Background: an optimization exercise with open tools, aiming at small area. Do not read the settings as production practice. Function was checked by simulation only, so behaviour that the tests miss may differ from the original. Power is estimated from default activity; no workload was simulated.

Design eeprom_seq, start of the top module:
module eeprom_seq (
    input             clk,
    input             rst,
    input             cmd_valid,
    output            cmd_ready,
    input      [31:0] cmd_word,
    input             buf_we,
    input             buf_sel,
    input      [4:0]  buf_idx,
    input      [22:0] buf_wdata,
    input      [4:0]  rbuf_idx,
    output     [7:0]  rbuf_data,
    input             map_ok,
    input             term_req,
    output reg        ev_valid,
    input             ev_ready,
    output reg [3:0]  ev_kind,
    output reg [31:0] ev_arg,
    input      [31:0] ev_lev,
    output     [31:0] status,
    output     [31:0] err_info,
    output     [14:0] err_addr
);
    localparam [3:0] OP_INIT = 4'h1, OP_CFG_DOUT = 4'h2, OP_CFG_DIN = 4'h3,
                     OP_CADDR = 4'h4, OP_CPAGE = 4'h5, OP_CPAIRS = 4'h6,
                     OP_WSEQ = 4'h7, OP_RSEQ = 4'h8, OP_SDP_OFF = 4'h9,
                     OP_SDP_ON = 4'hA, OP_WPAGE = 4'hB, OP_RPAGE = 4'hC,
                     OP_WTWC = 4'hF;
    localparam [3:0] E_NONE = 4'd0, E_DEVACCESS = 4'd1, E_ILLEGAL = 4'd4,
  ...
For scale: ~4,300 cells after synthesis, about 230 I/O pins.
==> flow/config.mk <==
export PLATFORM = sky130hd
export DESIGN_NAME = eeprom_seq
export DESIGN_NICKNAME = eeprom_seq
export VERILOG_FILES = /design/flow/design.v
export SDC_FILE = /design/flow/constraint.sdc
export NUM_CORES = 4
export LEC_CHECK = 0
export ABC_AREA = 1
export CAP_MARGIN = 20
export CORE_MARGIN = 2
export CORE_UTILIZATION = 65
export SLEW_MARGIN = 20
==> flow/constraint.sdc <==
create_clock -name core_clock -period 10.0 [get_ports {clk}]
set_input_delay 2.0000 -clock core_clock [delete_from_list [all_inputs] [get_ports {clk}]]
set_output_delay 2.0000 -clock core_clock [all_outputs]
set_load 0.01 [all_outputs]
standard.sh (not shown) runs the stock make flow with config.mk's settings and CLKGATE_MAP_FILE= SYNTH_SCRIPT=/design/flow/synth_recipe.tcl, a recipe that flattens the netlist after the stock synthesis.
==> flow/flow/run.sh <==
#!/bin/bash
# The standard layout (standard.sh) with three changes:
#  - synthesis is synth_recipe.tcl with only the abc technology-mapping
#    script swapped for an area-recovery one (flow/area.abc); registers
#    are mapped before abc, so they come out exactly as in the standard
#    synthesis;
#  - clock tree synthesis adds no dummy balancing loads and builds leaf
#    clusters of up to 8 registers within 35 um, from clkbuf_4;
#  - every input and output port still gets its own buffer, but buf_1
#    instead of clkdlybuf4s50_1.
set -euo pipefail
HERE=$(pwd)
export CUSTOM_ABC_SCRIPT="$HERE/flow/area.abc"
export CTS_ARGS="-sink_clustering_enable -repair_clock_nets -dont_use_dummy_load -sink_clustering_size 8 -sink_clustering_max_diameter 35 -buf_list {sky130_fd_sc_hd__clkbuf_4}"
export BUFFER_PORTS_ARGS="-inputs -outputs -buffer_cell sky130_fd_sc_hd__buf_1"
sed "s|SYNTH_SCRIPT=[^ ]*|SYNTH_SCRIPT=$HERE/flow/area_synth.tcl|" standard.sh > area_standard.sh
grep -q "SYNTH_SCRIPT=$HERE/flow/area_synth.tcl" area_standard.sh
bash area_standard.sh > standard_flow.log 2>&1
==> flow/flow/area.abc <==
strash
dch
amap
strash
dch
amap
strash
dch
amap
topo
==> flow/flow/area_synth.tcl <==
proc synth {args} { yosys synth -nofsm -noshare {*}$args }
proc abc {args} {
  set i [lsearch -exact $args -script]
  if {$i >= 0 && [info exists ::env(CUSTOM_ABC_SCRIPT)]} {
    set args [lreplace $args [expr {$i+1}] [expr {$i+1}] $::env(CUSTOM_ABC_SCRIPT)]
  }
  yosys abc {*}$args
}
source $::env(SCRIPTS_DIR)/synth.tcl
# left out here: clear keep_hierarchy, flatten, clean up, hide names made inside functions, write 1_2_yosys.v
The first run finished with timing, DRC and antenna clean.
Rerun with:
--- a/flow/flow/run.sh
+++ b/flow/flow/run.sh
@@ -7,3 +7,3 @@
 #  - clock tree synthesis adds no dummy balancing loads and builds leaf
-#    clusters of up to 8 registers within 35 um, from clkbuf_4;
+#    clusters of up to 12 registers within 45 um, from clkbuf_4 and clkbuf_8;
 #  - every input and output port still gets its own buffer, but buf_1
@@ -13,3 +13,3 @@
 export CUSTOM_ABC_SCRIPT="$HERE/flow/area.abc"
-export CTS_ARGS="-sink_clustering_enable -repair_clock_nets -dont_use_dummy_load -sink_clustering_size 8 -sink_clustering_max_diameter 35 -buf_list {sky130_fd_sc_hd__clkbuf_4}"
+export CTS_ARGS="-sink_clustering_enable -repair_clock_nets -dont_use_dummy_load -sink_clustering_size 12 -sink_clustering_max_diameter 45 -buf_list {sky130_fd_sc_hd__clkbuf_4 sky130_fd_sc_hd__clkbuf_8}"
 export BUFFER_PORTS_ARGS="-inputs -outputs -buffer_cell sky130_fd_sc_hd__buf_1"
Synthesized area stays the same.
Cell area rose slightly.
Clock-buffer cell count drops by 121.
Power grows slightly.
Setup slack gains 81 ps.
Global-route usage drops by 0.11 points.
Hold slack improved by 26 ps.
Die area is unchanged.
Synthesized cell count does not change.
Maximum frequency rose slightly.
Rerun with:
--- a/flow/flow/run.sh
+++ b/flow/flow/run.sh
@@ -7,3 +7,3 @@
 #  - clock tree synthesis adds no dummy balancing loads and builds leaf
-#    clusters of up to 12 registers within 45 um, from clkbuf_4 and clkbuf_8;
+#    clusters of up to 10 registers within 40 um, from clkbuf_4;
 #  - every input and output port still gets its own buffer, but buf_1
@@ -13,3 +13,3 @@
 export CUSTOM_ABC_SCRIPT="$HERE/flow/area.abc"
-export CTS_ARGS="-sink_clustering_enable -repair_clock_nets -dont_use_dummy_load -sink_clustering_size 12 -sink_clustering_max_diameter 45 -buf_list {sky130_fd_sc_hd__clkbuf_4 sky130_fd_sc_hd__clkbuf_8}"
+export CTS_ARGS="-sink_clustering_enable -repair_clock_nets -dont_use_dummy_load -sink_clustering_size 10 -sink_clustering_max_diameter 40 -buf_list {sky130_fd_sc_hd__clkbuf_4}"
 export BUFFER_PORTS_ARGS="-inputs -outputs -buffer_cell sky130_fd_sc_hd__buf_1"
CAP_MARGIN = 5   (was 20)
SLEW_MARGIN = 5   (was 20)
The new run finished clean.
Wire length drops by 0.57%.
Synthesized area does not change.
Worst hold slack degrades by 13 ps.
Total power shrinks by 5.0%.
Rerun with:
==> flow/flow/area.abc (replaced) <==
strash
dch
map -a
strash
dch
map -a
strash
dch
map -a
topo
CAP_MARGIN = 20   (was 5)
SLEW_MARGIN = 20   (was 5)
After rerunning:
- The changed run went through all stages and came out clean
- cell area stays flat
- sequential cell count is unchanged
- total power goes up by a few percent

afterwards: timing with drivers on the ports:
The flow's constraints put no driver on any port. The routed layouts listed below were extracted and timed again, unchanged, in two steps.
Step 1, drivers: a clkbuf_16 drives clk and a buf_2 each remaining input, both assumed.
Step 2 moves the port delays by t, midway between the first and last clock arrival at a register: inputs arrive t later, outputs are due t later. That takes back most of the time a late clock gives input paths.
Slacks: no drivers / after step 1 / after step 2; pairs: no drivers / after step 1.
run | shift t [ns] | setup slack, ns | hold slack, ns | worst register clock-pin slew, ns
the first run | 1.248 | 1.756 / 1.685 / 1.816 | 0.269 / 0.269 / 0.269 | 0.10 / 0.10
the second run | 0.927 | 1.837 / 1.808 / 1.808 | 0.295 / 0.295 / 0.295 | 0.08 / 0.08
the third run | 1.217 | 1.341 / 1.267 / 1.444 | 0.282 / 0.282 / 0.282 | 0.12 / 0.12
the fourth run | 1.202 | 1.994 / 1.974 / 1.974 | 0.236 / 0.236 / 0.236 | 0.11 / 0.11
After both steps setup and hold are still met in every run listed. For the second run, which loses most, drivers alone change the setup slack by -0.029 ns; drivers and shift together by -0.029 ns.
